Context: an optimization exercise on an open-source flow, tuned for small area, a short achievable clock period and few clock cycles per item. The choices shown serve that exercise and are no tape-out recipe. No run shown here included a check of the RTL's function; only the layout flow was run. Power is estimated from default activity; no workload was simulated.

[flow/flow/run.sh]
#!/bin/bash
# Layout flow: the standard ORFS flow (standard.sh) with these changes:
# - ports buffered by the smallest plain buffer (buf_1) instead of the
#   delay-cell buffer buffer_ports picks by default;
# - timing repair aimed at a setup margin below the clock period, so the
#   resizer works on the paths that set the achieved period;
# - clock tree synthesis without dummy loads.
# The make output goes to standard.log; each ORFS step writes its own log
# under orfs/logs/.
set -euo pipefail
bash standard.sh \
  "BUFFER_PORTS_ARGS=-buffer_cell sky130_fd_sc_hd__buf_1" \
  "SETUP_SLACK_MARGIN=7.8" \
  "CTS_ARGS=-sink_clustering_enable -repair_clock_nets -dont_use_dummy_load" \
  finish > standard.log 2>&1
[flow/standard.sh]
#!/bin/bash
# synth_recipe.tcl (not shown) runs the flow's synth.tcl, then flattens the netlist and writes it again
# the make line also repeats each setting of config.mk as NAME=value (left out here)
make -C /OpenROAD-flow-scripts/flow DESIGN_CONFIG=/design/flow/config.mk WORK_HOME=/design/flow/orfs CLKGATE_MAP_FILE= SYNTH_SCRIPT=/design/flow/synth_recipe.tcl "${@:-finish}"
[flow/config.mk]
export PLATFORM = sky130hd
export DESIGN_NAME = tcp_rx
export DESIGN_NICKNAME = tcp_rx
export VERILOG_FILES = /design/flow/design.v
export SDC_FILE = /design/flow/constraint.sdc
export NUM_CORES = 4
export LEC_CHECK = 0
export CAP_MARGIN = 20
export CORE_MARGIN = 2
export CORE_UTILIZATION = 40
export PLACE_DENSITY = 0.6
export SLEW_MARGIN = 20
[flow/constraint.sdc]
create_clock -name core_clock -period 11.0 [get_ports {clk}]
set_input_delay 2.2000 -clock core_clock [delete_from_list [all_inputs] [get_ports {clk}]]
set_output_delay 2.2000 -clock core_clock [all_outputs]
set_load 0.01 [all_outputs]
[flow/design.v]
module tcp_rx (
    input  wire        clk,
    input  wire        rst,
    input  wire        start,
    output wire        ready,
    input  wire        raw,
    input  wire [31:0] src_addr,
    input  wire [31:0] dst_addr,
    input  wire [15:0] len,
    input  wire        in_valid,
    output wire        in_ready,
    input  wire [31:0] in_data,
    output reg         done,
    output reg  [1:0]  result,
    output reg  [15:0] csum,
    output reg  [2:0]  seg_class,
    output reg  [15:0] payload_len,
    output reg  [15:0] sport,
    output reg  [15:0] dport,
    output reg  [31:0] seq_num,
    output reg  [31:0] ack_num,
    output reg  [3:0]  doff,
    output reg  [5:0]  flags,
    output reg  [15:0] window,
    output reg  [15:0] cksum_field,
    output reg  [15:0] urg_ptr
);
    localparam [1:0] RES_OK        = 2'd0;
    localparam [1:0] RES_MALFORMED = 2'd1;
    localparam [1:0] RES_CHECKSUM  = 2'd2;
    localparam [2:0] C_NONE   = 3'd0;
    localparam [2:0] C_DATA   = 3'd1;
    localparam [2:0] C_SYN    = 3'd2;
    localparam [2:0] C_SYNACK = 3'd3;
    localparam [2:0] C_ACK    = 3'd4;
    localparam [2:0] C_FIN    = 3'd5;
    localparam [2:0] C_FINACK = 3'd6;
    function [31:0] csa;
        input [15:0] a;
        input [15:0] b;
        input [15:0] c;
        reg   [15:0] s, k;
        begin
            s   = a ^ b ^ c;
            k   = (a & b) | (a & c) | (b & c);
            csa = {k[14:0], k[15], s};
        end
    endfunction
    function [15:0] eac_add;
        input [15:0] a;
        input [15:0] b;
        reg   [15:0] g, p, gg, pp, c;
        integer i, l;
        begin
            g  = a & b;
            p  = a ^ b;
            gg = g;
            pp = a | b;
            for (l = 1; l < 16; l = l * 2)
                for (i = 15; i >= l; i = i - 1) begin
                    gg[i] = gg[i] | (pp[i] & gg[i-l]);
                    pp[i] = pp[i] & pp[i-l];
                end
            c[0] = gg[15];
            for (i = 1; i < 16; i = i + 1)
                c[i] = gg[i-1] | (pp[i-1] & gg[15]);
            eac_add = p ^ c;
        end
    endfunction
    reg         ready_q;      
    reg         in_ready_q;   
    reg         pend_q;       
    reg         raw_q;
    reg  [15:0] len_q;
    reg  [13:0] rem_q;        
    reg  [2:0]  hc_q;         
    reg  [15:0] sx_q, sy_q;   
    assign ready    = ready_q;
    assign in_ready = in_ready_q;
    wire beat   = in_valid & in_ready_q;
    wire last   = (rem_q == 14'd0) | ((rem_q == 14'd1) & (len_q[1:0] == 2'd0));
    wire busy0  = ~ready_q & ~in_ready_q;          
    wire clr    = raw_q & (hc_q == 3'd0);          
    wire [3:0] lane_ok;
    assign lane_ok[3] = 1'b1;
    assign lane_ok[2] = (rem_q != 14'd0) | (len_q[1:0] != 2'd1);
    assign lane_ok[1] = (rem_q != 14'd0) | (len_q[1:0] == 2'd3);
    assign lane_ok[0] = (rem_q != 14'd0);
    wire [3:0]  lane = lane_ok & {4{in_ready_q}};
    wire [31:0] dm   = in_data & {{8{lane[3]}}, {8{lane[2]}}, {8{lane[1]}}, {8{lane[0]}}};
    wire [16:0] len6 = {1'b0, len_q} + 17'd6;
    wire [15:0] op_z = raw_q            ? 16'd0 :
                       (hc_q == 3'd0)   ? len6[15:0] :
                       (hc_q == 3'd1)   ? {15'd0, len6[16]} : 16'd0;
    wire [31:0] l1 = csa(clr ? 16'd0 : sx_q, clr ? 16'd0 : sy_q, op_z);
    wire [15:0] op_a = ready_q ? src_addr[31:16] : l1[15:0];
    wire [15:0] op_b = ready_q ? src_addr[15:0]  : l1[31:16];
    wire [15:0] op_c = ready_q ? dst_addr[31:16] : dm[31:16];
    wire [15:0] op_d = ready_q ? dst_addr[15:0]  : dm[15:0];
    wire [31:0] l2 = csa(op_a, op_b, op_c);
    wire [31:0] l3 = csa(l2[15:0], l2[31:16], op_d);
    wire [15:0] fold   = eac_add(sx_q, sy_q);
    wire        sum_ok = ((sx_q ^ sy_q) == 16'hFFFF) | ((sx_q & sy_q) == 16'hFFFF);
    wire [16:0] pl_diff   = {1'b0, len_q} - {11'd0, doff, 2'b00};
    wire [15:0] pl_len    = pl_diff[15:0];
    wire        malformed = (len_q < 16'd20) || (doff < 4'd5) || pl_diff[16];
    wire [5:0]  k         = flags & 6'h17;
    reg  [2:0]  cls;
    always @(*) begin
        if (pl_len != 16'd0)
            cls = ((flags & 6'h07) == 6'h00) ? C_DATA : C_NONE;
        else begin
            case (k)
                6'h02:   cls = C_SYN;
                6'h12:   cls = C_SYNACK;
                6'h10:   cls = C_ACK;
                6'h01:   cls = C_FIN;
                6'h11:   cls = C_FINACK;
                default: cls = C_NONE;
            endcase
        end
    end
    always @(posedge clk) begin
        csum        <= ~fold;
        payload_len <= pl_len;
        seg_class   <= cls;
        if (raw_q)
            result <= RES_OK;
        else if (malformed)
            result <= RES_MALFORMED;
        else if (!sum_ok)
            result <= RES_CHECKSUM;
        else
            result <= RES_OK;
    end
    always @(posedge clk) begin
        if (in_valid || !in_ready_q)
            {sy_q, sx_q} <= l3;
    end
    always @(posedge clk) begin
        if (beat) begin
            case (hc_q)
                3'd0: begin
                    sport <= in_data[31:16];
                    dport <= in_data[15:0];
                end
                3'd1: seq_num <= in_data;
                3'd2: ack_num <= in_data;
                3'd3: begin
                    doff   <= in_data[31:28];
                    flags  <= in_data[21:16];
                    window <= in_data[15:0];
                end
                3'd4: begin
                    cksum_field <= in_data[31:16];
                    urg_ptr     <= in_data[15:0];
                end
                default: ;
            endcase
        end
    end
    always @(posedge clk) begin
        if (ready_q && start) begin
            raw_q <= raw;
            len_q <= len;
        end
        if (ready_q)
            hc_q <= 3'd0;
        else if (beat && hc_q != 3'd5)
            hc_q <= hc_q + 3'd1;
        if (ready_q)
            rem_q <= len[15:2];
        else if (beat)
            rem_q <= rem_q - 14'd1;
    end
    always @(posedge clk) begin
        if (rst) begin
            ready_q    <= 1'b1;
            in_ready_q <= 1'b0;
            pend_q     <= 1'b0;
            done       <= 1'b0;
        end else begin
            done <= ready_q & pend_q;
            if (ready_q) begin
                if (start) begin
                    ready_q    <= 1'b0;
                    in_ready_q <= (len != 16'd0);
                    pend_q     <= 1'b0;
                end else begin
                    pend_q     <= 1'b0;
                end
            end else if (busy0) begin
                ready_q <= 1'b1;
                pend_q  <= 1'b1;
            end else if (beat && last) begin
                in_ready_q <= 1'b0;
                ready_q    <= 1'b1;
                pend_q     <= 1'b1;
            end
        end
    end
endmodule
==> metrics.cfg, run 1 <==
[critical_path]
worstSetupPathType = reg -> out
worstPathArrival_ps = 1140
crit_path_end_kind = primary output
required_ps = 8800
critPathMaxStageDelay_ps = 430
path_buf_inv = 1
critPathLaunchType = flop
path_cells = clkbuf_2
critPathSlowestCell = edfxtp_1
cp_top_family = flip-flops
critPathMaxFanout = 1

[clock_network]
clock-sinks = 261
clockBufferDepth = 3
cts_tree = done
cts_root_buffer = clkbuf_16
path_clk_slew_ps = 50
cts_hold_buf = 0
insertion_delay_ps = 560
htree_levels = 1
numCtsBuffers = 28

[worst_hold_path]
holdCritPathClass = reg -> reg

[global_routing]
use_met3_pct = 4.96
antenna_found_initial = 3
use_met1_pct = 32.2
gr-total-overflow = 0
grt_first_pass_wirelength_um = 55300
gr-usage-met2_pct = 38.2
gr-max-usage-layer = met2
grt_max_degree = 36
grt_usage_pct = 23.6
grt_pass1_vias = 8820

[pwr]
p_leak_nw = 6.28
cellPowerDensity_mw_per_mm2 = 190
power_mw = 3.04
ir_drop_mv = 0.145

[yosys]
synth_async_sr_flop_share_pct = 0
synth_top_family_by_area = adder cells
synth.net_count = 1132
yosys.area_share.simple_pct = 7.92
synth-compound-area-share_pct = 8.61
syn_area_sq_mm = 0.0123
synth_fa_ha_area_share_pct = 12.8
synth_ff_type = edfxtp_1
synth.distinct_cells = 56
yosysTopAreaCell = edfxtp_1
ys_top_cells_by_area = edfxtp_1 53%, fa_1 8.2%, dfxtp_1 7.2%
synth_top_cells_by_count = 217 x edfxtp_1, 104 x inv_1, 50 x fa_1, 50 x nor2_1, 45 x ha_1
synth_mux_area_share_pct = 2.94
ys_warn_count = 1
ys_ff_latch = 261
synth_most_common_cell = edfxtp_1
synth_top_area_share_pct = 53.2
synth_cells = 920
synth-edff-count = 217
ys_seq_area_share_pct = 60.4
synth_xor_area_share_pct = 3.29
avgSynthCellArea_sq_um = 13.3

[floorplanning]
die-height_um = 179
rows = 64
core_region_area_sq_mm = 0.0303
dieArea_sq_mm = 0.0321
die_w_um = 179
initial_core_util_pct = 40.4
ios = 311

[sta]
fin_ws_ps = 7660
hold_viol = 0
tightest_slew_ps = 887
rsz0062_at_grt = true
max_freq_mhz = 299
finalCritPeriodShare_pct = 30.4
fin_crit_ps = 3340
finalClockSkew_ps = 49.9
tns_ps = 0
slew_violations = 0
setup_viol = 0
relSlewSlack_pct = 40.9

[routing]
vias = 8919
viasPerCell = 5.32
drt_iter0_drc = 704
wirelength_um = 38200
wire_per_inst_um = 22.8
firstDrtPassIters = 6
ant_nets = 0
drc = 0

[place]
place.port_buffers = 310
gp_congestion = 0.868
dpl.cell_count = 1607
place_ws_ps = 6700
dp_hpwl_um = 28200
place_area_sq_mm = 0.0142

[finish]
design_area_sq_mm = 0.0160
area_delta_synth_final_pct = 30.8
final_nets = 1493
final_layout_size_suffix_gt1_share_pct = 31.4
finalNonFillerCells = 1678

[flow_run]
max_cap_violations = 0

[run_status]
outcome = finished clean

[cell families (layout without fill, tap and decap cells)]
family	after synthesis	in the layout
AO/OA/AOI/OAI	160	160
XOR/XNOR	46	46
adder cells (fa/ha/maj)	95	95
buffers and inverters	132	491
flip-flops	261	261
multiplexers	36	36
other	0	3
AND/OR/NAND/NOR	190	190
[flip-flops by register name (all words and copies together) (netlist names), 16 cells and up]
register and flops:
sx_q 16, cksum_field 16, sy_q 16, payload_len 16
sport 16, dport 16, ack_num 32, window 16
seq_num 32, csum 16, urg_ptr 16, len_q 16
[cell usage in the layout (no fill, tap or decap), types with 29 or more instances in the layout]
cell type	count
buf_1	106
clkbuf_16	29
a31oi_1	36
nand2_1	39
dfxtp_1	35
o21ai_0	29
clkbuf_2	105
buf_4	43
buf_2	69
edfxtp_1	217
inv_1	90
fa_1	37
ha_1	43
nor2_1	46
[path summary, 6_finish.rpt]
kind	cells past startpoint	slack, ps	start	endpoint
max	1	7660	ack_num[17]	ack_num[17]
min	2	430	pend_q	done
max reg2reg	10	7800	len_q[3]	seg_class[0]
min reg2reg	2	430	pend_q	done
[power by group]
| group | total, mW | leakage, nW | switching [mW] | internal [mW] |
|---|---|---|---|---|
| registers | 1.27 | 2.41 | 0.0583 | 1.21 |
| logic | 0.981 | 3.53 | 0.587 | 0.394 |
| clock network | 0.794 | 0.345 | 0.351 | 0.443 |
[metrics by stage]
stage          utilization, %  hold slack, ps
2_1_floorplan               -             410
3_3_place_gp             46.8             423
3_5_place_dp             46.8             420
4_1_cts                  51.2             429
5_1_grt                  52.8             447
6_report                 52.8             430
[layer usage]
metal  part of all wire [%]  wire length (um)
met3                    7.7              2940
met4                    2.8              1080
met1                     42             16100
met2                     47             18100
met5                      0                 0
[repair_timing]
item / 4_1_cts / 5_1_grt
buffers inserted: 26 / 12
resized for setup: 154 / 182
cloned: 1 / 1
endpoints found under the hold margin: 0 / 0
setup endpoints to repair: 206 / 211
pin swaps: 21 / 26
[cell type report]
cell class                      instances  area, sq um
Timing Repair inverter                  1         7.51
Antenna cell                            3         7.51
Clock buffer                           28          701
Fill cell                            2632        14300
Inverter                              104          397
Multi-Input combinational cell        527         4940
Sequential cell                       261         7420
Tap cell                              396          495
Timing Repair Buffer                  358         2060
==> run 2: changes to the inputs <==
--- a/flow/flow/run.sh
+++ b/flow/flow/run.sh
@@ -13,3 +13,3 @@
   "SETUP_SLACK_MARGIN=7.8" \
-  "CTS_ARGS=-sink_clustering_enable -repair_clock_nets -dont_use_dummy_load" \
+  "CTS_ARGS=-sink_clustering_enable -repair_clock_nets -dont_use_dummy_load -sink_clustering_size 30 -sink_clustering_max_diameter 100" \
   finish > standard.log 2>&1
==> run 2 against run 1 <==
  * Non-clock buffer count is 8 higher
  * Die area did not move
  * Sequential share of layout area increased by 0.85 points
  * Fmax rose by 0.70%
  * Wire length fell by 0.27%
  * Sequential cell count stayed put
  * Clock power decreased by 32%
  * Cell count decreased by 0.36%
  * Global-route usage fell by 0.28 points
  * Utilization down 0.96 points
  * Worst setup slack gained 23 ps
  * Register-to-register slack lost 90 ps
==> metrics.cfg, run 2 <==
[run_status]
outcome = finished clean

[pwr]
intPower_mw = 1.82
cellPowerDensity_mw_per_mm2 = 176
p_sw_mw = 0.950
swShare_pct = 34.3
p_comb_share_pct = 35.0
power_mw = 2.77
ir_drop_mv = 0.146
p_leak_nw = 6.09
power_frac_clock_pct = 19.4
seqPwrFrac_pct = 45.6

[yosys]
synth.distinct_cells = 56
synth_cells = 920
synth_most_common_cell = edfxtp_1
synth-edff-count = 217
yosysTopAreaCell = edfxtp_1
ys_warn_count = 1
synth_top_cells_by_count = 217 x edfxtp_1, 104 x inv_1, 50 x fa_1, 50 x nor2_1, 45 x ha_1
synth_ff_type = edfxtp_1
ys_top_cells_by_area = edfxtp_1 53%, fa_1 8.2%, dfxtp_1 7.2%
ys_ff_latch = 261
syn_area_sq_mm = 0.0123
synth_async_sr_flop_share_pct = 0
synth.net_count = 1132
synth_top_area_share_pct = 53.2
avgSynthCellArea_sq_um = 13.3
ys_seq_area_share_pct = 60.4

[finish]
area_delta_synth_final_pct = 28.4
fin_util_pct = 51.8
final_layout_size_suffix_gt1_share_pct = 28.4
layout_commonest_cell = edfxtp_1
final_cell_mix = 217 x edfxtp_1, 137 x buf_1, 92 x inv_1, 84 x clkbuf_2, 61 x buf_2
fillerInstances = 2666
reg.largest.list = ack_num x32, seq_num x32
design_area_sq_mm = 0.0157
finalNonFillerCells = 1672
final_nets = 1487

[routing]
viasPerCell = 5.29
wire_per_inst_um = 22.8
vias = 8847
firstDrtPassIters = 5
ant_nets = 0
wirelength_um = 38100
drt_iter0_drc = 718
drc = 0

[clock_network]
clock-sinks = 261
cts_root_buffer = clkbuf_16
numCtsBuffers = 14
path_clk_slew_ps = 120
cts_hold_buf = 0
clockBufferDepth = 3
insertion_delay_ps = 510
cts_tree = done
htree_levels = 1

[critical_path]
critPathLaunchType = flop
path_buf_inv = 1
critPathSlowestCell = edfxtp_1
worstSetupPathType = reg -> out
critPathMaxFanout = 1
critPathMaxStageDelay_ps = 450
cp_top_family = flip-flops
crit_path_end_kind = primary output
path_cells = clkbuf_2
worstPathArrival_ps = 1120
required_ps = 8800

[place]
place.port_buffers = 310
dp_hpwl_um = 28200
place_area_sq_mm = 0.0142
gp_congestion = 0.868
dpl.cell_count = 1607
place_ws_ps = 6700

[global_routing]
antenna_found_initial = 3
grt_pass1_vias = 8703
grt_max_degree = 36
grt_usage_pct = 23.4
gr-total-overflow = 0
grt_first_pass_wirelength_um = 54800

[sta]
tightest_slew_ps = 911
finalCritPeriodShare_pct = 30.1
setup_viol = 0
max_freq_mhz = 302
fin_ws_ps = 7680
finalClockSkew_ps = 57.8
whs_ps = 376
hold_viol = 0
fin_crit_ps = 3320
rsz0062_at_grt = true
slew_violations = 0
tns_ps = 0
relSlewSlack_pct = 39.3

[floorplanning]
die-height_um = 179
ios = 311
dieArea_sq_mm = 0.0321
core_region_area_sq_mm = 0.0303
initial_core_util_pct = 40.4
rows = 64
die_w_um = 179

[flow_run]
max_cap_violations = 0

[worst_hold_path]
holdCritPathClass = reg -> reg

run 2: cell count changes in the layout (fill, tap and decap cells not counted), sizes merged:
cell,delta
clkbuf,-35
buf,+29
run 2: final timing paths:
check | startpoint | cells after the start | endpoint | slack, ps
setup / recovery | ack_num[17] | 1 | ack_num[17] | 7680
hold / removal | pend_q | 2 | done | 380
setup reg to reg | len_q[5] | 11 | sx_q[14] | 7710
hold reg to reg | pend_q | 2 | done | 380
run 2: area by class of cell:
type | instances | area (sq um) | area share, %
Timing Repair Buffer | 366 | 2100 | 13.3
Inverter | 104 | 397 | 2.52
Timing Repair inverter | 1 | 7.51 | 0.0477
Tap cell | 396 | 495 | 3.15
Sequential cell | 261 | 7410 | 47.1
Antenna cell | 3 | 7.51 | 0.0477
Multi-Input combinational cell | 527 | 4960 | 31.5
Clock buffer | 14 | 350 | 2.23
run 2: what timing repair did:
action                     CTS  global route
pin swaps                   26            41
setup endpoints to repair  188           186
gates resized for setup    153           154
buffers inserted            28            18
cloned                       1             1
run 2: logic make-up after synthesis:
group | Yosys count | synth area share, %
multiplexers | 36 | 2.94
AO/OA/AOI/OAI | 160 | 8.61
AND/OR/NAND/NOR | 190 | 7.92
XOR/XNOR | 46 | 3.29
flip-flops | 261 | 60.4
buffers and inverters | 132 | 4.12
adder cells (fa/ha/maj) | 95 | 12.8
run 2: routing by layer:
| metal | track usage, % | part of all wire (%) |
|---|---|---|
| met1 | 31.8 | 42 |
| met2 | 38.0 | 47 |
| met3 | 4.58 | 7.6 |
| met4 | 6.91 | 3.2 |
| met5 | 0 | 0 |
run 2: worst register-to-register path, cell delays in order (launching register included):
cell      delay (ps)
edfxtp_1         470
nand3_4          140
a21oi_4          180
nand3_4          100
or3_1            340
a21o_1           200
fa_1             470
inv_1             30
mux2i_1          140
fa_1             450
inv_2             80
fa_2             410
run 2: power groups by stage:
stage	clock network (mW)	registers [mW]	logic, mW
final	0.536	1.26	0.967
after global routing	0.577	1.27	1.08
after CTS	0.552	1.26	0.940
after detailed placement	0	1.29	0.905
after global placement	0	1.29	0.895
after floorplan	0	1.29	0.614
==> run 3: changes to the inputs <==
--- a/flow/flow/run.sh
+++ b/flow/flow/run.sh
@@ -13,3 +13,3 @@
   "SETUP_SLACK_MARGIN=7.8" \
-  "CTS_ARGS=-sink_clustering_enable -repair_clock_nets -dont_use_dummy_load -sink_clustering_size 30 -sink_clustering_max_diameter 100" \
+  "CTS_ARGS=-sink_clustering_enable -repair_clock_nets -dont_use_dummy_load -sink_clustering_size 20 -sink_clustering_max_diameter 80" \
   finish > standard.log 2>&1
--- a/flow/config.mk
+++ b/flow/config.mk
@@ -7,2 +7,3 @@
 export LEC_CHECK = 0
+export ABC_CLOCK_PERIOD_IN_PS = 3000
 export CAP_MARGIN = 20
==> run 3 against run 2 <==
  * Design area increased by 0.90%
  * Fmax decreased by 0.20%
  * Register-to-register slack improved by 80 ps
  * Utilization increased by 0.47 points
  * Critical path type unchanged
  * Global-route usage increased by 0.17 points
  * Non-clock buffer count increased by 2
  * Highest routed layer unchanged
==> metrics.cfg, run 3 <==
[pwr]
ir_drop_mv = 0.137
cellPowerDensity_mw_per_mm2 = 180
p_leak_nw = 6.20

[floorplanning]
core_region_area_sq_mm = 0.0303
die-height_um = 179
initial_core_util_pct = 40.4
rows = 64
dieArea_sq_mm = 0.0321
ios = 311
die_w_um = 179

[routing]
vias = 8933
wire_per_inst_um = 22.9
viasPerCell = 5.32
drt_iter0_drc = 715
firstDrtPassIters = 5
ant_nets = 0
drc = 0
wirelength_um = 38500

[global_routing]
grt_pass1_vias = 8742
antenna_found_initial = 3
grt_max_degree = 37
gr-total-overflow = 0
grt_usage_pct = 23.5
grt_first_pass_wirelength_um = 54800

[sta]
rsz0062_at_grt = true
tns_ps = 0
fin_crit_ps = 3320
hold_viol = 0
relSlewSlack_pct = 41.0
whs_ps = 431
finalClockSkew_ps = 59.9
tightest_slew_ps = 885
setup_viol = 0
finalCritPeriodShare_pct = 30.2
max_freq_mhz = 301
fin_ws_ps = 7680
slew_violations = 0

[clock_network]
insertion_delay_ps = 530
cts_tree = done
htree_levels = 1
clock-sinks = 261
numCtsBuffers = 18
path_clk_slew_ps = 80
clockBufferDepth = 3
cts_root_buffer = clkbuf_16

[finish]
final_nets = 1494
final_cell_mix = 217 x edfxtp_1, 119 x buf_1, 101 x clkbuf_2, 91 x inv_1, 61 x buf_2
area_delta_synth_final_pct = 29.5
reg.largest.list = ack_num x32, seq_num x32
final_layout_size_suffix_gt1_share_pct = 30.2
layout_commonest_cell = edfxtp_1

[critical_path]
worstReg2RegEnd = sx_q[14]
critPathMaxFanout = 1
r2r-start = len_q[8]
critPathLaunchType = flop
cp_top_family = flip-flops
critPathSlowestCell = edfxtp_1
r2r_slack_ps = 7790
required_ps = 8800
path_cells = clkbuf_2
path_buf_inv = 1
crit_path_end_kind = primary output
rr_worst_depth = 11
worstSetupPathType = reg -> out
worstPathArrival_ps = 1120
critPathMaxStageDelay_ps = 440

[yosys]
synth_async_sr_flop_share_pct = 0
synth.distinct_cells = 56
ys_ff_latch = 261
synth_xor_area_share_pct = 3.29
ys_seq_area_share_pct = 60.4
synth_fa_ha_area_share_pct = 12.8
syn_area_sq_mm = 0.0123
synth_top_area_share_pct = 53.2
synth_cells = 920
synth_top_cells_by_count = 217 x edfxtp_1, 104 x inv_1, 50 x fa_1, 50 x nor2_1, 45 x ha_1
synth-edff-count = 217
synth_ff_type = edfxtp_1
synth-compound-area-share_pct = 8.61
yosysTopAreaCell = edfxtp_1
ys_top_cells_by_area = edfxtp_1 53%, fa_1 8.2%, dfxtp_1 7.2%
synth.net_count = 1132
yosys.area_share.simple_pct = 7.92
avgSynthCellArea_sq_um = 13.3
synth_most_common_cell = edfxtp_1
synth_mux_area_share_pct = 2.94
synth_top_family_by_area = adder cells
ys_warn_count = 1

[worst_hold_path]
min_path_cells = 2
worstHoldStart = pend_q
hold_path_end = done
holdCritPathClass = reg -> reg

[place]
place_ws_ps = 6700
place.port_buffers = 310
dp_hpwl_um = 28200
gp_congestion = 0.868

[flow_run]
max_cap_violations = 0

[run_status]
outcome = finished clean

run 3: cell count changes in the layout (fill, tap and decap cells not counted), moves of 2 or more:
cell and delta:
buf_1 -18, xor2_1 +2, buf_6 -5, clkbuf_2 +17, clkbuf_16 +4, buf_4 +5, xor2_2 -2
run 3: metal layers:
metal	up-vias	wire [um]	global-route usage, %
met5	-	0	0
met4	0	1540	9.01
met3	75	3030	5.64
met2	388	17800	37.3
met1	4427	16100	31.4
li1	4043	-	-
run 3: power by group:
part,switching (mW),internal (mW)
clock,0.324,0.291
combinational,0.588,0.389
sequential,0.0587,1.20
run 3: tightest hold or removal path, delay by kind of cell (launching register included):
family           cells  cell delay [ps]
DFF                  1              310
and+or+nand+nor      2               80
run 3: cell type report:
type / instances / area [sq um]
multi-input cells: 528 / 4960
diodes: 3 / 7.51
flip-flops and latches: 261 / 7410
well taps: 396 / 495
clock buffers: 18 / 450
inverters: 104 / 397
repair inverters: 1 / 7.51
repair buffers: 368 / 2140
fillers: 2652 / 14500
run 3: cell families (layout without fill, tap and decap cells):
logic type | count (synthesis) | in the layout
XOR/XNOR | 46 | 46
other | 0 | 3
AO/OA/AOI/OAI | 160 | 160
buffers and inverters | 132 | 491
AND/OR/NAND/NOR | 190 | 191
multiplexers | 36 | 36
flip-flops | 261 | 261
adder cells (fa/ha/maj) | 95 | 95
run 3: worst max-delay path by stage:
stage                           start          end  slack (ps)  depth (start not counted)
after floorplan              in_valid     dport[0]        7420                          2
after global placement        hc_q[2]      sx_q[0]        6840                          8
after detailed placement      hc_q[2]      sx_q[0]        6700                          8
after CTS                     hc_q[0]      sx_q[0]        7650                         11
after global routing      ack_num[17]  ack_num[17]        7660                          1
final                     ack_num[17]  ack_num[17]        7680                          1
run 3: timing repair:
action	CTS	global route
resized for setup	165	165
setup buffers	25	23
gates cloned	2	1
hold buffers	0	0
pin swaps	31	31
setup endpoints to repair	193	197
hold endpoints to repair	0	0
run 3: metrics by stage:
stage | utilization, % | cells | power [mW] | cell area, sq um
4_1_cts | 50.4 | 1652 | 2.83 | 15300
5_1_grt | 52.3 | 1679 | 3.02 | 15900
6_report | 52.3 | 1679 | 2.86 | 15900
2_1_floorplan | - | 920 | 1.90 | 12600
3_3_place_gp | 46.8 | 1607 | 2.19 | 14200
3_5_place_dp | 46.8 | 1607 | 2.20 | 14200
==> run 4: changes to the inputs <==
--- a/flow/flow/run.sh
+++ b/flow/flow/run.sh
@@ -12,3 +12,3 @@
   "BUFFER_PORTS_ARGS=-buffer_cell sky130_fd_sc_hd__buf_1" \
-  "SETUP_SLACK_MARGIN=7.8" \
+  "SETUP_SLACK_MARGIN=7.0" \
   "CTS_ARGS=-sink_clustering_enable -repair_clock_nets -dont_use_dummy_load -sink_clustering_size 20 -sink_clustering_max_diameter 80" \
--- a/flow/config.mk
+++ b/flow/config.mk
@@ -7,3 +7,2 @@
 export LEC_CHECK = 0
-export ABC_CLOCK_PERIOD_IN_PS = 3000
 export CAP_MARGIN = 20
==> run 4 against run 3 <==
  * Still clean
  * Global-route usage down 0.67 points
  * Fmax down 13%
  * Clock skew down 2.5 ps
  * Synthesized cell count unchanged
  * Utilization down 4.7 points
  * Sequential cell count unchanged
  * Combinational power down 8.5%
==> metrics.cfg, run 4 <==
[run_status]
outcome = finished clean

[critical_path]
rr_worst_depth = 8
r2r-start = hc_q[2]
required_ps = 11220
worstSetupPathType = reg -> reg
r2r_slack_ps = 7190
crit_path_end_kind = flop
worstReg2RegEnd = sx_q[13]
worstPathArrival_ps = 4020
critPathMaxFanout = 17
critPathLaunchType = flop

[clock_network]
cts_hold_buf = 0
insertion_delay_ps = 530
clockBufferDepth = 3
cts_tree = done
numCtsBuffers = 18
htree_levels = 1
cts_root_buffer = clkbuf_16
path_clk_slew_ps = 90
clock-sinks = 261

[sta]
relSlewSlack_pct = 35.0
slew_violations = 0
whs_ps = 439
fin_ws_ps = 7190
hold_viol = 0
finalCritPeriodShare_pct = 34.6
tightest_slew_ps = 973
tns_ps = 0
finalClockSkew_ps = 57.4
max_freq_mhz = 263
setup_viol = 0
fin_crit_ps = 3810
rsz0062_at_grt = false

[finish]
finalNonFillerCells = 1633
area_delta_synth_final_pct = 17.8
layout_commonest_cell = buf_1
final_cell_mix = 310 x buf_1, 217 x edfxtp_1, 103 x inv_1, 50 x fa_1, 49 x nor2_1
reg.largest.list = ack_num x32, seq_num x32
final_layout_size_suffix_gt1_share_pct = 3.89
final_nets = 1448

[global_routing]
grt_max_degree = 75
grt_first_pass_wirelength_um = 53500
antenna_found_initial = 3
grt_usage_pct = 22.9
grt_pass1_vias = 8653
gr-total-overflow = 0

[yosys]
yosysTopAreaCell = edfxtp_1
synth_most_common_cell = edfxtp_1
synth.net_count = 1132
ys_top_cells_by_area = edfxtp_1 53%, fa_1 8.2%, dfxtp_1 7.2%
synth_top_cells_by_count = 217 x edfxtp_1, 104 x inv_1, 50 x fa_1, 50 x nor2_1, 45 x ha_1
syn_area_sq_mm = 0.0123
ys_warn_count = 1
synth_cells = 920
ys_seq_area_share_pct = 60.4
synth_async_sr_flop_share_pct = 0
synth_top_area_share_pct = 53.2
synth_ff_type = edfxtp_1
synth-edff-count = 217
avgSynthCellArea_sq_um = 13.3
synth.distinct_cells = 56
ys_ff_latch = 261

[routing]
drt_iter0_drc = 665
viasPerCell = 5.26
firstDrtPassIters = 5
wirelength_um = 36700
wire_per_inst_um = 22.4
ant_nets = 0
vias = 8587
drc = 0

[floorplanning]
ios = 311
core_region_area_sq_mm = 0.0303
die-height_um = 179
die_w_um = 179
rows = 64
initial_core_util_pct = 40.4
dieArea_sq_mm = 0.0321

[flow_run]
max_cap_violations = 0

[place]
gp_congestion = 0.896
dpl.cell_count = 1606
place.port_buffers = 310
place_ws_ps = 6660
dp_hpwl_um = 27800

[pwr]
cellPowerDensity_mw_per_mm2 = 192
power_mw = 2.77
p_leak_nw = 5.38
ir_drop_mv = 0.150

[worst_hold_path]
min_path_cells = 2
holdCritPathClass = reg -> reg
hold_path_end = done
worstHoldStart = pend_q

## run 4: final cells by class
class | count | area, sq um
timing repair buffer | 323 | 1280
antenna | 3 | 7.51
inverter | 104 | 394
tap | 396 | 495
clock buffer | 18 | 450
sequential | 261 | 7400
fill | 2785 | 15900
timing repair inverter | 1 | 5.00
multi-input combinational | 527 | 4400
## run 4: per-stage QoR
step                      cell area [sq um]  util (%)
after floorplan                       12300         -
final                                 14400      47.6
after global routing                  14400      47.6
after CTS                             14400      47.3
after global placement                13900      45.8
after detailed placement              13900      45.8
## run 4: worst max path at each step
| stage | startpoint | end | slack, ps | cells past startpoint |
|---|---|---|---|---|
| after floorplan | in_valid | ack_num[0] | 6840 | 2 |
| after global placement | hc_q[2] | sx_q[0] | 6700 | 8 |
| after detailed placement | hc_q[2] | sx_q[14] | 6660 | 9 |
| after CTS | hc_q[2] | sx_q[4] | 7090 | 8 |
| after global routing | in_valid | sport[13] | 7050 | 4 |
| final | hc_q[2] | sx_q[13] | 7190 | 8 |
## run 4: logic make-up (layout without fill, tap and decap cells)
| logic type | after synthesis | count (layout) | share of synthesized area (%) |
|---|---|---|---|
| adders and majority gates | 95 | 95 | 12.8 |
| AOI/OAI and AO/OA | 160 | 160 | 8.61 |
| and+or+nand+nor | 190 | 190 | 7.92 |
| DFF | 261 | 261 | 60.4 |
| other | 0 | 3 | 0 |
| muxes | 36 | 36 | 2.94 |
| xor gates and xnor gates | 46 | 46 | 3.29 |
| buffers and inverters | 132 | 446 | 4.12 |
## run 4: repair_timing
action	4_1_cts	5_1_grt
pin swaps	0	0
cloned	0	1
gates resized for setup	2	0
buffers inserted	0	4
setup endpoints to repair	26	32
## run 4: layer usage
| layer | vias up | track usage, % | routed length [um] |
|---|---|---|---|
| li1 | 3944 | - | - |
| met1 | 4226 | 31.1 | 15300 |
| met2 | 365 | 36.5 | 17200 |
| met3 | 52 | 5.43 | 3100 |
| met4 | 0 | 6.84 | 1010 |
| met5 | - | 0 | 0 |
## run 4: worst max-delay path: stages, from the launching register on
cell,delay [ps]
dfxtp_1,730
clkinvlp_4,550
nand3_2,440
nor2_1,120
fa_1,500
mux2i_1,110
fa_1,560
inv_1,50
fa_1,460
## run 4: power breakdown
group | total (mW) | internal [mW] | switching (mW) | leakage, nW
Sequential | 1.27 | 1.21 | 0.0609 | 2.41
Combinational | 0.894 | 0.337 | 0.557 | 2.76
Clock | 0.614 | 0.291 | 0.323 | 0.222
Total | 2.77 | 1.83 | 0.941 | 5.38
==> run 5: changes to the inputs <==
--- a/flow/flow/run.sh
+++ b/flow/flow/run.sh
@@ -12,3 +12,3 @@
   "BUFFER_PORTS_ARGS=-buffer_cell sky130_fd_sc_hd__buf_1" \
-  "SETUP_SLACK_MARGIN=7.0" \
+  "SETUP_SLACK_MARGIN=0.0" \
   "CTS_ARGS=-sink_clustering_enable -repair_clock_nets -dont_use_dummy_load -sink_clustering_size 20 -sink_clustering_max_diameter 80" \
==> run 5 against run 4 <==
  * Clock power shrank 2%
  * Power shrank 0.25%
  * Clock skew grew 15 ps
  * Register-to-register slack lost 490 ps
  * Clock-buffer cell count is the same
  * Largest cell class unchanged
  * Largest power group unchanged
  * Highest routed layer unchanged
==> metrics.cfg, run 5 <==
[run_status]
outcome = finished clean

[yosys]
synth_most_common_cell = edfxtp_1
synth_async_sr_flop_share_pct = 0
synth.distinct_cells = 56
synth.net_count = 1132
synth_top_area_share_pct = 53.2
synth_ff_type = edfxtp_1
ys_seq_area_share_pct = 60.4
ys_top_cells_by_area = edfxtp_1 53%, fa_1 8.2%, dfxtp_1 7.2%
avgSynthCellArea_sq_um = 13.3
syn_area_sq_mm = 0.0123
yosysTopAreaCell = edfxtp_1
ys_ff_latch = 261
ys_warn_count = 1
synth_cells = 920
synth-edff-count = 217
synth_top_cells_by_count = 217 x edfxtp_1, 104 x inv_1, 50 x fa_1, 50 x nor2_1, 45 x ha_1

[routing]
drc = 0
firstDrtPassIters = 5
wire_per_inst_um = 22.6
drt_iter0_drc = 605
viasPerCell = 5.23
vias = 8533
wirelength_um = 36800
ant_nets = 0

[place]
dp_hpwl_um = 28100
dpl.cell_count = 1607
gp_congestion = 0.887
place_ws_ps = 6750
place.port_buffers = 310

[clock_network]
clockBufferDepth = 3
cts_hold_buf = 0
clock-sinks = 261
insertion_delay_ps = 530
numCtsBuffers = 18
post_cts_buffers = 0
path_clk_slew_ps = 80
cts_resized = 0
cts_tree = done
cts_root_buffer = clkbuf_16
htree_levels = 1

[sta]
finalCritPeriodShare_pct = 39.1
finalClockSkew_ps = 72.8
hold_viol = 0
fin_crit_ps = 4300
rsz0062_at_grt = false
tightest_slew_ps = 995
tns_ps = 0
setup_viol = 0
fin_ws_ps = 6700
slew_violations = 0
relSlewSlack_pct = 33.7
max_freq_mhz = 233

[floorplanning]
die-height_um = 179
dieArea_sq_mm = 0.0321
initial_core_util_pct = 40.4
core_region_area_sq_mm = 0.0303
ios = 311
rows = 64
die_w_um = 179

[critical_path]
worstPathArrival_ps = 4540
cp_top_family = adder cells
crit_path_end_kind = flop
critPathMaxFanout = 33
crit_top_cell = fa_1
path_cells = inv_1 > nand3_1 > o22ai_1 > fa_1 > mux2i_1 > fa_1 > inv_1 > fa_1
path_buf_inv = 2
critPathSlowestCell = nand3_1
required_ps = 11240
worstSetupPathType = reg -> reg
critPathMaxStageDelay_ps = 800
critPathLaunchType = flop

[finish]
layout_commonest_cell = buf_1
final_layout_size_suffix_gt1_share_pct = 3.41
fin_util_pct = 47.3
finalNonFillerCells = 1630
final_cell_mix = 310 x buf_1, 217 x edfxtp_1, 104 x inv_1, 50 x fa_1, 49 x nor2_1
final_nets = 1444
area_delta_synth_final_pct = 17.2
fillerInstances = 2790
reg.largest.list = ack_num x32, seq_num x32

[pwr]
ir_drop_mv = 0.147
p_leak_nw = 5.36
p_comb_share_pct = 32.1
seqPwrFrac_pct = 46.0
swShare_pct = 33.9
intPower_mw = 1.83
power_frac_clock_pct = 21.8
p_sw_mw = 0.939
cellPowerDensity_mw_per_mm2 = 193

[global_routing]
grt_pass1_vias = 8427
grt_usage_pct = 22.9
grt_first_pass_wirelength_um = 53400
antenna_found_initial = 3
grt_max_degree = 61
gr-total-overflow = 0

[worst_hold_path]
holdCritPathClass = reg -> reg

[flow_run]
max_cap_violations = 0

-- run 5: cell counts after synthesis --
Identical to the previous run, type by type.
-- run 5: per-layer routing --
metal | track usage [%] | up-vias | share of wire (%)
li1 | - | 3934 | -
met1 | 31.5 | 4207 | 43
met2 | 36.1 | 342 | 47
met3 | 5.60 | 50 | 7.9
met4 | 6.67 | 0 | 2.6
met5 | 0 | - | 0
-- run 5: layout make-up --
cell class                 instances  area, sq um  area share, %
timing repair buffer             320         1250           8.67
sequential                       261         7400           51.5
inverter                         104          390           2.72
tap                              396          495           3.45
multi-input combinational        527         4380           30.5
clock buffer                      18          450           3.13
antenna                            4         10.0         0.0697
-- run 5: power groups by stage --
stage	registers, mW	clock network [mW]	logic (mW)
after floorplan	1.29	0	0.582
after global placement	1.30	0	0.865
after detailed placement	1.30	0	0.869
after CTS	1.28	0.623	0.876
after global routing	1.29	0.655	0.996
final	1.27	0.604	0.890
-- run 5: per-stage QoR --
| stage | area (sq um) | hold slack (ps) | total power [mW] |
|---|---|---|---|
| after floorplan | 12300 | 410 | 1.87 |
| after global placement | 13900 | 420 | 2.16 |
| after detailed placement | 13900 | 420 | 2.17 |
| after CTS | 14300 | 430 | 2.77 |
| after global routing | 14400 | 449 | 2.94 |
| final | 14400 | 431 | 2.77 |
-- run 5: cells by family after synthesis --
kind of cell    count (synthesis)  synth area share, %
flops                         261                 60.4
simple gates                  190                 7.92
compound gates                160                 8.61
buf+inv                       132                 4.12
fa+ha+maj                      95                 12.8
xor+xnor                       46                 3.29
mux                            36                 2.94
-- run 5: worst paths after layout --
kind / from / endpoint / slack, ps / cells past startpoint
max: hc_q[2] / sx_q[0] / 6700 / 8
max reg2reg: hc_q[2] / sx_q[0] / 6700 / 8
min: pend_q / done / 430 / 2
min reg2reg: pend_q / done / 430 / 2
-- run 5: tightest hold or removal path: cells and delay by family, from the launching register on --
family	cells	cell delay [ps]
AND/OR/NAND/NOR	2	80
flip-flops	1	310
==> run 6: changes to the inputs <==
--- a/flow/design.v
+++ b/flow/design.v
@@ -76,3 +76,3 @@
     reg  [2:0]  hc_q;         
-    reg  [15:0] sx_q, sy_q;   
+    reg  [15:0] sx_q, sy_q, sz_q;   
     assign ready    = ready_q;
@@ -94,11 +94,13 @@
                        (hc_q == 3'd1)   ? {15'd0, len6[16]} : 16'd0;
-    wire [31:0] l1 = csa(clr ? 16'd0 : sx_q, clr ? 16'd0 : sy_q, op_z);
-    wire [15:0] op_a = ready_q ? src_addr[31:16] : l1[15:0];
-    wire [15:0] op_b = ready_q ? src_addr[15:0]  : l1[31:16];
-    wire [15:0] op_c = ready_q ? dst_addr[31:16] : dm[31:16];
-    wire [15:0] op_d = ready_q ? dst_addr[15:0]  : dm[15:0];
-    wire [31:0] l2 = csa(op_a, op_b, op_c);
-    wire [31:0] l3 = csa(l2[15:0], l2[31:16], op_d);
-    wire [15:0] fold   = eac_add(sx_q, sy_q);
-    wire        sum_ok = ((sx_q ^ sy_q) == 16'hFFFF) | ((sx_q & sy_q) == 16'hFFFF);
+    wire [31:0] l1 = csa(clr ? 16'd0 : sx_q, clr ? 16'd0 : sy_q, clr ? 16'd0 : sz_q);
+    wire [31:0] l2 = csa(l1[15:0], l1[31:16], op_z);
+    wire [15:0] op_a = ready_q ? src_addr[31:16] : l2[15:0];
+    wire [15:0] op_b = ready_q ? src_addr[15:0]  : dm[31:16];
+    wire [15:0] op_c = ready_q ? dst_addr[31:16] : dm[15:0];
+    wire [31:0] l3 = csa(op_a, op_b, op_c);
+    wire [15:0] nz = ready_q ? dst_addr[15:0] : l2[31:16];
+    wire [15:0] fs     = l1[15:0];
+    wire [15:0] fc     = l1[31:16];
+    wire [15:0] fold   = eac_add(fs, fc);
+    wire        sum_ok = ((fs ^ fc) == 16'hFFFF) | ((fs & fc) == 16'hFFFF);
     wire [16:0] pl_diff   = {1'b0, len_q} - {11'd0, doff, 2'b00};
@@ -136,4 +138,6 @@
     always @(posedge clk) begin
-        if (in_valid || !in_ready_q)
+        if (in_valid || !in_ready_q) begin
             {sy_q, sx_q} <= l3;
+            sz_q         <= nz;
+        end
     end
--- a/flow/flow/run.sh
+++ b/flow/flow/run.sh
@@ -12,4 +12,4 @@
   "BUFFER_PORTS_ARGS=-buffer_cell sky130_fd_sc_hd__buf_1" \
-  "SETUP_SLACK_MARGIN=0.0" \
-  "CTS_ARGS=-sink_clustering_enable -repair_clock_nets -dont_use_dummy_load -sink_clustering_size 20 -sink_clustering_max_diameter 80" \
+  "SETUP_SLACK_MARGIN=7.8" \
+  "CTS_ARGS=-sink_clustering_enable -repair_clock_nets -dont_use_dummy_load" \
   finish > standard.log 2>&1
==> run 6 against run 5 <==
  * Sequential share of layout area shrank 4.6 points
  * Sequential cell count grew 16
  * Wire length grew 5.7%
  * Clock power grew 42%
  * First-iteration DRC count shrank 7.9%
  * Critical path type unchanged
  * Still clean
  * Global-route usage grew 0.17 points
  * Cell count grew 7.3%
  * Non-clock buffer count grew 68
  * Worst hold slack gained 2.9 ps
==> metrics.cfg, run 6 <==
[global_routing]
grt_usage_pct = 23.1
grt_max_degree = 85
antenna_found_initial = 2
grt_first_pass_wirelength_um = 56700
grt_pass1_vias = 9144
gr-total-overflow = 0

[yosys]
yosysTopAreaCell = edfxtp_1
synth_async_sr_flop_share_pct = 0
synth-edff-count = 233
synth-compound-area-share_pct = 6.76
synth.net_count = 1158
synth_xor_area_share_pct = 3.39
synth_top_family_by_area = adder cells
avgSynthCellArea_sq_um = 13.3
ys_warn_count = 1
synth_top_cells_by_count = 233 x edfxtp_1, 113 x inv_1, 108 x nand2_1
synth.distinct_cells = 59
synth_most_common_cell = edfxtp_1
synth_ff_type = edfxtp_1
ys_top_cells_by_area = edfxtp_1 56%, fa_1 7.9%, dfxtp_1 7.0%
ys_seq_area_share_pct = 62.5
synth_top_area_share_pct = 55.5
syn_area_sq_mm = 0.0126
synth_mux_area_share_pct = 1.61
ys_ff_latch = 277
yosys.area_share.simple_pct = 9.34
synth_fa_ha_area_share_pct = 12.3
synth_cells = 947

[critical_path]
critPathLaunchType = flop
critPathMaxFanout = 8
critPathMaxStageDelay_ps = 640
worstSetupPathType = reg -> reg
worstPathArrival_ps = 3960
crit_path_end_kind = flop
critPathSlowestCell = fa_2
path_cells = inv_2 > ha_4 > nand3_4 > nand2_4 > fa_2 > inv_2 > ha_4 > nor2b_4 > o31ai_4 > a21oi_2 > o31a_1 > o2111ai_4 > buf_6 > nand2_2 > a311o_1 > xnor2_1
required_ps = 11410

[routing]
vias = 9230
drc = 0
wire_per_inst_um = 22.3
drt_iter0_drc = 557
firstDrtPassIters = 5
viasPerCell = 5.28
wirelength_um = 38900
ant_nets = 0

[finish]
design_area_sq_mm = 0.0169
final_cell_mix = 233 x edfxtp_1, 129 x buf_1, 100 x inv_1, 89 x nand2_1, 88 x clkbuf_2
layout_commonest_cell = edfxtp_1
fillerInstances = 2628
fin_util_pct = 54.7
reg.largest.list = ack_num x32, seq_num x32
final_nets = 1564
area_delta_synth_final_pct = 33.9
final_layout_size_suffix_gt1_share_pct = 34.3
finalNonFillerCells = 1749

[floorplanning]
initial_core_util_pct = 40.9
die_w_um = 182
ios = 311
dieArea_sq_mm = 0.0329
core_region_area_sq_mm = 0.0308
rows = 64
die-height_um = 182

[run_status]
outcome = finished clean

[clock_network]
clock-sinks = 277
htree_levels = 1
numCtsBuffers = 31
clockBufferDepth = 3
cts_root_buffer = clkbuf_16
insertion_delay_ps = 550
cts_tree = done
cts_hold_buf = 0
path_clk_slew_ps = 60

[sta]
tns_ps = 0
tightest_slew_ps = 1090
whs_ps = 434
fin_ws_ps = 7450
fin_crit_ps = 3550
rsz0062_at_grt = true
relSlewSlack_pct = 27.6
max_freq_mhz = 282
slew_violations = 0
setup_viol = 0
finalCritPeriodShare_pct = 32.2
finalClockSkew_ps = 28.7
hold_viol = 0

[pwr]
power_mw = 3.05
p_sw_mw = 0.912
power_frac_clock_pct = 28.1
p_comb_share_pct = 29.1
ir_drop_mv = 0.139
swShare_pct = 29.9
cellPowerDensity_mw_per_mm2 = 181
p_leak_nw = 6.66
intPower_mw = 2.14
seqPwrFrac_pct = 42.9

[place]
place.port_buffers = 310
gp_congestion = 0.893
dp_hpwl_um = 27600
place_area_sq_mm = 0.0144
dpl.cell_count = 1635
place_ws_ps = 7060

[worst_hold_path]
holdCritPathClass = reg -> reg

[flow_run]
max_cap_violations = 0

==> run 6: worst paths after layout <==
check | from | to | slack (ps) | depth (start not counted)
max | hc_q[0] | csum[9] | 7450 | 16
min | pend_q | done | 430 | 2
max reg2reg | hc_q[0] | csum[9] | 7450 | 16
min reg2reg | pend_q | done | 430 | 2
==> run 6: power groups by stage <==
stage	registers, mW	clock network (mW)	logic (mW)
floorplan	1.32	0	0.425
global placement	1.32	0	0.654
detailed placement	1.32	0	0.660
CTS	1.30	0.874	0.779
global route	1.32	0.913	0.966
finish	1.31	0.857	0.888
==> run 6: critical path, delay by kind of cell, from the launching register on <==
kind / cells / cell delay [ps]
flip-flops: 1 / 330
AND/OR/NAND/NOR: 4 / 450
XOR/XNOR: 1 / 130
buffers and inverters: 3 / 270
AO/OA/AOI/OAI: 5 / 1190
adder cells (fa/ha/maj): 3 / 1030
==> run 6: layout make-up <==
cell class                      count  area (sq um)  share of cell area [%]
Clock buffer                       31           776                    4.60
Tap cell                          396           495                    2.94
Timing Repair Buffer              388          2240                    13.3
Multi-Input combinational cell    542          5010                    29.7
Sequential cell                   277          7920                    46.9
Inverter                          113           428                    2.54
Antenna cell                        2          5.00                  0.0297
==> run 6: routing by layer <==
layer	share of wire (%)	up-vias	global-route usage, %
met5	0	-	0
met4	2.8	0	7.06
met3	6.9	65	5.46
met2	51	360	40.6
met1	39	4647	28.1
li1	-	4158	-
==> run 6: kinds of logic after synthesis <==
kind of cell / after synthesis
xor+xnor: 48
compound gates: 128
buf+inv: 137
mux: 20
simple gates: 243
fa+ha+maj: 94
flops: 277
==> run 6: what timing repair did <==
action	in CTS	in global routing
setup buffers	47	25
endpoints found under the setup margin	293	264
cloned	8	1
resized for setup	183	193
pin swaps	40	56
==> run 7: changes to the inputs <==
--- a/flow/flow/run.sh
+++ b/flow/flow/run.sh
@@ -13,3 +13,3 @@
   "SETUP_SLACK_MARGIN=7.8" \
-  "CTS_ARGS=-sink_clustering_enable -repair_clock_nets -dont_use_dummy_load" \
+  "CTS_ARGS=-sink_clustering_enable -repair_clock_nets -dont_use_dummy_load -sink_clustering_size 20 -sink_clustering_max_diameter 80" \
   finish > standard.log 2>&1
==> run 7 against run 6 <==
  * Sequential share of layout area rose by 1.3 points
  * First-iteration DRC count up 16%
  * Global-route usage is 0.082 points lower
  * Power decreased by 7.8%
  * Synthesized cell count unchanged
  * Sequential cell count did not move
  * Utilization down 1.6 points
  * Critical path type unchanged
  * Highest routed layer unchanged
==> metrics.cfg, run 7 <==
[sta]
tns_ps = 0
finalCritPeriodShare_pct = 31.5
finalClockSkew_ps = 38.8
tightest_slew_ps = 1070
relSlewSlack_pct = 29.0
max_freq_mhz = 288
fin_crit_ps = 3470
hold_viol = 0
rsz0062_at_grt = true
setup_viol = 0
slew_violations = 0

[run_status]
outcome = finished clean

[finish]
reg.largest.list = ack_num x32, seq_num x32
final_nets = 1549
area_delta_synth_final_pct = 30.0
final_layout_size_suffix_gt1_share_pct = 31.2
final_cell_mix = 233 x edfxtp_1, 136 x buf_1, 105 x clkbuf_2, 102 x inv_1, 91 x nand2_1
layout_commonest_cell = edfxtp_1
finalNonFillerCells = 1734

[critical_path]
rr_worst_depth = 16
crit_path_end_kind = flop
critPathSlowestCell = fa_2
worstPathArrival_ps = 3870
crit_cells = 16
critPathLaunchType = flop
required_ps = 11400
path_buf_inv = 4
worstSetupPathType = reg -> reg
critPathMaxFanout = 8
cp_top_family = compound AO/OA/AOI/OAI gates
path_cells = inv_4 > ha_4 > nand3_4 > buf_6 > nand2_1 > fa_2 > ha_4 > inv_2 > a21oi_4 > o31ai_2 > o31a_1 > o2111ai_4 > buf_6 > a21oi_2 > or3_1 > o311ai_1
critPathMaxStageDelay_ps = 590

[routing]
drt_iter0_drc = 648
vias = 9262
firstDrtPassIters = 5
viasPerCell = 5.34
wirelength_um = 39100
ant_nets = 0
drc = 0
wire_per_inst_um = 22.6

[floorplanning]
dieArea_sq_mm = 0.0329
die_w_um = 182
die-height_um = 182
rows = 64
core_region_area_sq_mm = 0.0308
ios = 311
initial_core_util_pct = 40.9

[yosys]
synth_most_common_cell = edfxtp_1
synth-edff-count = 233
synth_top_area_share_pct = 55.5
ys_seq_area_share_pct = 62.5
synth_ff_type = edfxtp_1
avgSynthCellArea_sq_um = 13.3
synth_cells = 947
synth.distinct_cells = 59
synth_top_cells_by_count = 233 x edfxtp_1, 113 x inv_1, 108 x nand2_1
synth.net_count = 1158
syn_area_sq_mm = 0.0126
ys_ff_latch = 277
ys_warn_count = 1
synth_async_sr_flop_share_pct = 0
ys_top_cells_by_area = edfxtp_1 56%, fa_1 7.9%, dfxtp_1 7.0%
yosysTopAreaCell = edfxtp_1

[clock_network]
insertion_delay_ps = 520
cts_root_buffer = clkbuf_16
numCtsBuffers = 20
clock-sinks = 277
path_clk_slew_ps = 80
cts_tree = done
htree_levels = 1
clockBufferDepth = 3

[flow_run]
max_cap_violations = 0

[global_routing]
grt_pass1_vias = 9102
grt_first_pass_wirelength_um = 56300
gr-total-overflow = 0
antenna_found_initial = 1
grt_max_degree = 85
grt_usage_pct = 23.0

[pwr]
ir_drop_mv = 0.0919
cellPowerDensity_mw_per_mm2 = 172
p_leak_nw = 6.45

[worst_hold_path]
min_path_cells = 2
holdCritPathClass = reg -> reg

[place]
place.port_buffers = 310
gp_congestion = 0.893
dp_hpwl_um = 27600
dpl.cell_count = 1635

==> run 7: changes by cell type in the layout (fill, tap and decap cells not counted), moves of 3 or more <==
cell,delta
buf_6,-19
clkbuf_2,+17
dfxtp_2,-16
dfxtp_1,+15
clkbuf_16,-11
buf_1,+7
buf_2,-6
ha_2,-6
ha_1,+4
buf_12,-3
inv_2,-3
==> run 7: logic make-up after synthesis <==
| kind of cell | share of synthesized area [%] |
|---|---|
| flip-flops | 62.5 |
| AND/OR/NAND/NOR | 9.34 |
| buffers and inverters | 4.09 |
| AO/OA/AOI/OAI | 6.76 |
| adder cells (fa/ha/maj) | 12.3 |
| XOR/XNOR | 3.39 |
| multiplexers | 1.61 |
==> run 7: routing by layer <==
metal	global-route usage, %	vias to the layer above	part of all wire, %
met5	0	-	0
met2	39.9	380	50
met3	5.80	67	7.8
met1	28.1	4687	39
li1	-	4128	-
met4	7.41	0	2.9
==> run 7: power by group <==
part	internal (mW)	leakage [nW]	total [mW]	switching, mW
sequential	1.25	2.58	1.30	0.0488
combinational	0.368	3.62	0.855	0.486
clock	0.322	0.246	0.660	0.338
==> run 7: final timing paths <==
check	slack, ps	to	startpoint
worst max register to register	7530	csum[13]	hc_q[0]
worst min register to register	440	done	pend_q
worst min-delay path	440	done	pend_q
worst max-delay path	7530	csum[13]	hc_q[0]
==> run 7: area by class of cell <==
class | instances | area [sq um]
diodes | 2 | 5.00
well taps | 396 | 495
multi-input cells | 542 | 5010
repair buffers | 384 | 2050
clock buffers | 20 | 500
flip-flops and latches | 277 | 7900
inverters | 113 | 430
fillers | 2668 | 14400
==> run 7: through the flow <==
stage,hold slack (ps),setup WS [ps],area (sq um),power (mW),util [%]
final,439,7530,16400,2.81,53.2
after detailed placement,420,7060,14400,1.98,46.7
after global placement,422,7170,14400,1.98,46.7
after CTS,439,7520,15700,2.72,50.8
after floorplan,408,7420,12800,1.75,-
after global routing,480,7430,16400,2.96,53.2
==> run 7: repair_timing <==
item                       4_1_cts  5_1_grt
gates cloned                     7        2
hold buffers                     0        0
setup endpoints to repair      267      231
pin swaps                       38       51
gates resized for setup        140      192
buffers inserted                41       27
==> run 7: tightest hold or removal path, cell delays in order (launching register included) <==
cell     delay (ps)
dfxtp_1         320
nand2_1          50
nor2_1           30
==> run 8: changes to the inputs <==
--- a/flow/config.mk
+++ b/flow/config.mk
@@ -7,2 +7,3 @@
 export LEC_CHECK = 0
+export ABC_CLOCK_PERIOD_IN_PS = 3000
 export CAP_MARGIN = 20
==> run 8 against run 7 <==
  * Sequential cell count did not move
  * Register-to-register slack barely moved
  * Area after synthesis did not move
  * Design area did not move
  * Wire length did not move
  * Critical path depth did not move
  * Sequential share of layout area did not move
  * Fmax did not move
  * First-iteration DRC count did not move
  * Non-clock buffer count did not move
  * Power did not move
  * Critical path type unchanged
==> metrics.cfg, run 8 <==
[pwr]
cellPowerDensity_mw_per_mm2 = 172
power_mw = 2.81
ir_drop_mv = 0.0919
p_leak_nw = 6.45

[place]
gp_congestion = 0.893
place_area_sq_mm = 0.0144
place.port_buffers = 310
place_ws_ps = 7060
dp_hpwl_um = 27600

[global_routing]
antenna_found_initial = 1
grt_usage_pct = 23.0
grt_pass1_vias = 9102
grt_first_pass_wirelength_um = 56300
grt_max_degree = 85
gr-total-overflow = 0

[yosys]
synth_async_sr_flop_share_pct = 0
synth.net_count = 1158
syn_area_sq_mm = 0.0126
ys_top_cells_by_area = edfxtp_1 56%, fa_1 7.9%, dfxtp_1 7.0%
synth_ff_type = edfxtp_1
synth.distinct_cells = 59
ys_ff_latch = 277
synth-edff-count = 233
avgSynthCellArea_sq_um = 13.3
synth_top_area_share_pct = 55.5
synth_most_common_cell = edfxtp_1
ys_warn_count = 1
synth_cells = 947
ys_seq_area_share_pct = 62.5
yosysTopAreaCell = edfxtp_1
synth_top_cells_by_count = 233 x edfxtp_1, 113 x inv_1, 108 x nand2_1

[sta]
relSlewSlack_pct = 29.0
fin_ws_ps = 7530
setup_viol = 0
hold_viol = 0
max_freq_mhz = 288
whs_ps = 439
tns_ps = 0
tightest_slew_ps = 1070
finalClockSkew_ps = 38.8
rsz0062_at_grt = true
slew_violations = 0
finalCritPeriodShare_pct = 31.5
fin_crit_ps = 3470

[finish]
final_cell_mix = 233 x edfxtp_1, 136 x buf_1, 105 x clkbuf_2, 102 x inv_1, 91 x nand2_1
layout_commonest_cell = edfxtp_1
design_area_sq_mm = 0.0164
final_nets = 1549
final_layout_size_suffix_gt1_share_pct = 31.2
reg.largest.list = ack_num x32, seq_num x32
area_delta_synth_final_pct = 30.0
fillerInstances = 2668

[clock_network]
numCtsBuffers = 20
clockBufferDepth = 3
htree_levels = 1
insertion_delay_ps = 520
cts_root_buffer = clkbuf_16
clock-sinks = 277
cts_tree = done
path_clk_slew_ps = 80

[floorplanning]
ios = 311
die_w_um = 182
rows = 64
dieArea_sq_mm = 0.0329
core_region_area_sq_mm = 0.0308
die-height_um = 182
initial_core_util_pct = 40.9

[critical_path]
r2r_slack_ps = 7530
worstSetupPathType = reg -> reg
critPathMaxFanout = 8
cp-startpoint = hc_q[0]
crit_path_end_kind = flop
worstReg2RegEnd = csum[13]
critPathLaunchType = flop
r2r-start = hc_q[0]
worstPathArrival_ps = 3870
rr_worst_depth = 16
required_ps = 11400

[routing]
wirelength_um = 39100
drc = 0
ant_nets = 0
vias = 9262
wire_per_inst_um = 22.6
drt_iter0_drc = 648
viasPerCell = 5.34
firstDrtPassIters = 5

[run_status]
outcome = finished clean

[worst_hold_path]
hold_path_end = done
min_path_cells = 2
worstHoldStart = pend_q
holdCritPathClass = reg -> reg

[flow_run]
max_cap_violations = 0

## run 8: cell counts in the layout (fill, tap and decap cells not counted)
Identical to the previous run, type by type.
## run 8: worst max-delay path by stage
stage / end / slack (ps) / depth (start not counted)
final: csum[13] / 7530 / 16
after floorplan: seq_num[0] / 7420 / 2
after detailed placement: csum[12] / 7060 / 15
after CTS: csum[12] / 7520 / 14
after global placement: csum[14] / 7170 / 15
after global routing: csum[9] / 7430 / 16
## run 8: cell type report
class	count	area, sq um	area share, %
clock buffers	20	500	3.05
flip-flops and latches	277	7900	48.2
repair buffers	384	2050	12.5
inverters	113	430	2.63
multi-input cells	542	5010	30.5
diodes	2	5.00	0.0305
well taps	396	495	3.02
## run 8: kinds of logic after synthesis
group                    count (synthesis)  synth area share [%]
AO/OA/AOI/OAI                          128                  6.76
flip-flops                             277                  62.5
multiplexers                            20                  1.61
adder cells (fa/ha/maj)                 94                  12.3
AND/OR/NAND/NOR                        243                  9.34
XOR/XNOR                                48                  3.39
buffers and inverters                  137                  4.09
## run 8: critical path, cell delays in order (launching register included)
cell and delay (ps):
dfxtp_4 370, inv_4 40, ha_4 230, nand3_4 170, buf_6 160, nand2_1 80, fa_2 590, ha_4 170
inv_2 70, a21oi_4 180, o31ai_2 90, o31a_1 340, o2111ai_4 240, buf_6 160, a21oi_2 60, or3_1 330
o311ai_1 90
## run 8: what timing repair did
action / in CTS / in global routing
hold buffers: 0 / 0
endpoints found under the setup margin: 267 / 231
cloned: 7 / 2
pin swaps: 38 / 51
gates resized for setup: 140 / 192
setup buffers: 41 / 27
## run 8: metal layers
metal / up-vias / wire (um) / share of wire (%) / track usage [%]
li1: 4128 / - / - / -
met1: 4687 / 15200 / 39 / 28.1
met2: 380 / 19700 / 50 / 39.9
met3: 67 / 3040 / 7.8 / 5.80
met4: 0 / 1140 / 2.9 / 7.41
met5: - / 0 / 0 / 0
## run 8: power breakdown
group,switching [mW],total [mW],internal (mW)
Sequential,0.0488,1.30,1.25
Clock,0.338,0.660,0.322
Combinational,0.486,0.855,0.368
## run 8: metrics by stage
| stage | util, % | std cells |
|---|---|---|
| 6_report | 53.2 | 1734 |
| 3_3_place_gp | 46.7 | 1635 |
| 4_1_cts | 50.8 | 1703 |
| 3_5_place_dp | 46.7 | 1635 |
| 2_1_floorplan | - | 947 |
| 5_1_grt | 53.2 | 1732 |
==> run 9: changes to the inputs <==
--- a/flow/design.v
+++ b/flow/design.v
@@ -76,2 +76,3 @@
     reg  [2:0]  hc_q;         
+    reg         clr_q;        
     reg  [15:0] sx_q, sy_q, sz_q;   
@@ -82,3 +83,3 @@
     wire busy0  = ~ready_q & ~in_ready_q;          
-    wire clr    = raw_q & (hc_q == 3'd0);          
+    wire clr    = clr_q;                           
     wire [3:0] lane_ok;
@@ -171,2 +172,6 @@
         if (ready_q)
+            clr_q <= raw;
+        else if (beat)
+            clr_q <= 1'b0;
+        if (ready_q)
             hc_q <= 3'd0;
--- a/flow/config.mk
+++ b/flow/config.mk
@@ -7,3 +7,2 @@
 export LEC_CHECK = 0
-export ABC_CLOCK_PERIOD_IN_PS = 3000
 export CAP_MARGIN = 20
==> run 9 against run 8 <==
  * Still clean on timing, DRC and antenna
  * Combinational power is 27% higher
  * Fmax is 1.2% higher
  * Clock skew is 10 ps higher
  * Sequential cell count is 1 higher
  * Utilization is 2.0 points lower
  * Synthesized cell count is 1.4% higher
  * Cell count is 0.58% lower
  * Clock-buffer cell count is 1 lower
  * Worst setup slack better by 40 ps
  * Power is 8.6% higher
  * Design area is 1.3% lower
  * Largest cell class unchanged
  * Highest routed layer is now met5
==> metrics.cfg, run 9 <==
[finish]
final_nets = 1532
design_area_sq_mm = 0.0162
fillerInstances = 2853
layout.area.seq_sq_mm = 0.00792
layout_commonest_cell = edfxtp_1
final_layout_size_suffix_gt1_share_pct = 26.2
final_cell_mix = 234 x edfxtp_1, 141 x buf_1, 107 x clkbuf_2, 103 x inv_1, 56 x buf_2
fin_util_pct = 51.1
area_delta_synth_final_pct = 25.7
finalNonFillerCells = 1724
multi_input_area_sq_mm = 0.00496

[yosys]
ys_warn_count = 1
syn_area_sq_mm = 0.0129
yosys.area_share.simple_pct = 10.5
ys_seq_area_share_pct = 61.4
yosysTopAreaCell = edfxtp_1
synth_async_sr_flop_share_pct = 0
synth_mux_area_share_pct = 1.75
avgSynthCellArea_sq_um = 13.4
ys_top_cells_by_area = edfxtp_1 55%, fa_1 7.8%, dfxtp_1 6.8%
synth_top_family_by_area = adder cells

[routing]
firstDrtPassIters = 5
wirelength_um = 37300
wire_per_inst_um = 21.6
vias = 8907
drt_iter0_drc = 599
ant_nets = 0

[floorplanning]
dieArea_sq_mm = 0.0336
die_w_um = 183
ios = 311
die-height_um = 183
rows = 65
core_region_area_sq_mm = 0.0316

[sta]
fin_ws_ps = 7570
fin_crit_ps = 3430
tightest_slew_ps = 1010
rsz0062_at_grt = true
finalCritPeriodShare_pct = 31.2
tns_ps = 0
finalClockSkew_ps = 49.0
setup_viol = 0
hold_viol = 0

[global_routing]
grt_pass1_vias = 9001
gr-total-overflow = 0
grt_max_degree = 81

[critical_path]
crit_top_cell = a211oi_4
critPathMaxFanout = 9
critPathSlowestCell = fa_1
worstPathArrival_ps = 3840
required_ps = 11410
worstSetupPathType = reg -> reg
critPathMaxStageDelay_ps = 520
crit_path_end_kind = flop
critPathLaunchType = flop

[clock_network]
cts_root_buffer = clkbuf_16
cts_hold_buf = 0
htree_levels = 1
cts_tree = done
clockBufferDepth = 3

[place]
gp_congestion = 1.01
place.port_buffers = 310
place_ws_ps = 7140
dp_hpwl_um = 27300
dpl.cell_count = 1651
place_area_sq_mm = 0.0146

[pwr]
ir_drop_mv = 0.0927
power_mw = 3.06
cellPowerDensity_mw_per_mm2 = 189
p_leak_nw = 6.34

[flow_run]
max_cap_violations = 0

[run_status]
outcome = finished clean

-- run 9: worst paths after layout --
kind	start	endpoint	slack (ps)	cells after the start
worst max-delay path	clr_q	csum[10]	7570	11
worst min-delay path	pend_q	done	440	2
worst max register to register	clr_q	csum[10]	7570	11
worst min register to register	pend_q	done	440	2
-- run 9: routing by layer --
layer	vias up	wire (um)	part of all wire (%)	GRT usage (%)
met5	-	13	0.035	0
met2	335	19100	51	38.6
li1	4099	-	-	-
met1	4415	14700	39	26.4
met3	56	2630	7.1	5.06
met4	2	915	2.5	6.43
-- run 9: cell families after synthesis --
kind of cell / Yosys count
compound gates: 133
xor+xnor: 49
fa+ha+maj: 94
buf+inv: 137
flops: 278
mux: 22
simple gates: 247
-- run 9: layout make-up --
class / count / share of cell area, %
multi-input combinational: 546 / 30.7
clock buffer: 19 / 2.94
inverter: 111 / 2.58
tap: 402 / 3.11
antenna: 3 / 0.0464
sequential: 278 / 49.0
timing repair buffer: 365 / 11.7
-- run 9: power by group --
group	internal (mW)	switching (mW)	leakage (nW)
logic	0.485	0.608	3.52
registers	1.26	0.0541	2.59
clock network	0.307	0.340	0.234
total	2.06	1.00	6.34
-- run 9: worst max-delay path, delay by kind of cell (launching register included) --
| kind | cells | cell delay, ps |
|---|---|---|
| xor gates and xnor gates | 1 | 160 |
| AOI/OAI and AO/OA | 4 | 990 |
| and+or+nand+nor | 2 | 660 |
| buffers and inverters | 2 | 330 |
| adders and majority gates | 2 | 760 |
| DFF | 1 | 440 |
-- run 9: what timing repair did --
action	CTS	global route
cloned	3	1
resized for setup	139	142
buffers inserted	35	12
endpoints found under the setup margin	231	222
pin swaps	28	22

## port drivers added, routing unchanged
The results above use ideal ports. As a check the final layouts listed here were re-extracted and re-timed, cells and wires unchanged.
Step 1 assumes that a clkbuf_16 drives the clock port and a buf_2 every other input.
Step 2 also shifts input and output timing later by t, the mid clock arrival at the registers, as if the neighbouring blocks saw the same clock.
a / b / c = no drivers / after step 1 / after step 2; a / b = the first two.
run	t (ns)	setup WS [ns]
run 1	0.580	7.661 / 7.613 / 7.164
run 2	0.530	7.684 / 7.637 / 7.188
run 3	0.547	7.677 / 7.628 / 7.172
run 4	0.551	7.191 / 7.186 / 6.635
run 5	0.542	6.701 / 6.701 / 6.701
run 6	0.589	7.455 / 7.455 / 7.298
run 7	0.548	7.533 / 7.533 / 7.293
run 8	0.548	7.533 / 7.533 / 7.293
run 9	0.549	7.573 / 7.548 / 7.355
After both steps setup and hold are still met in every run listed.
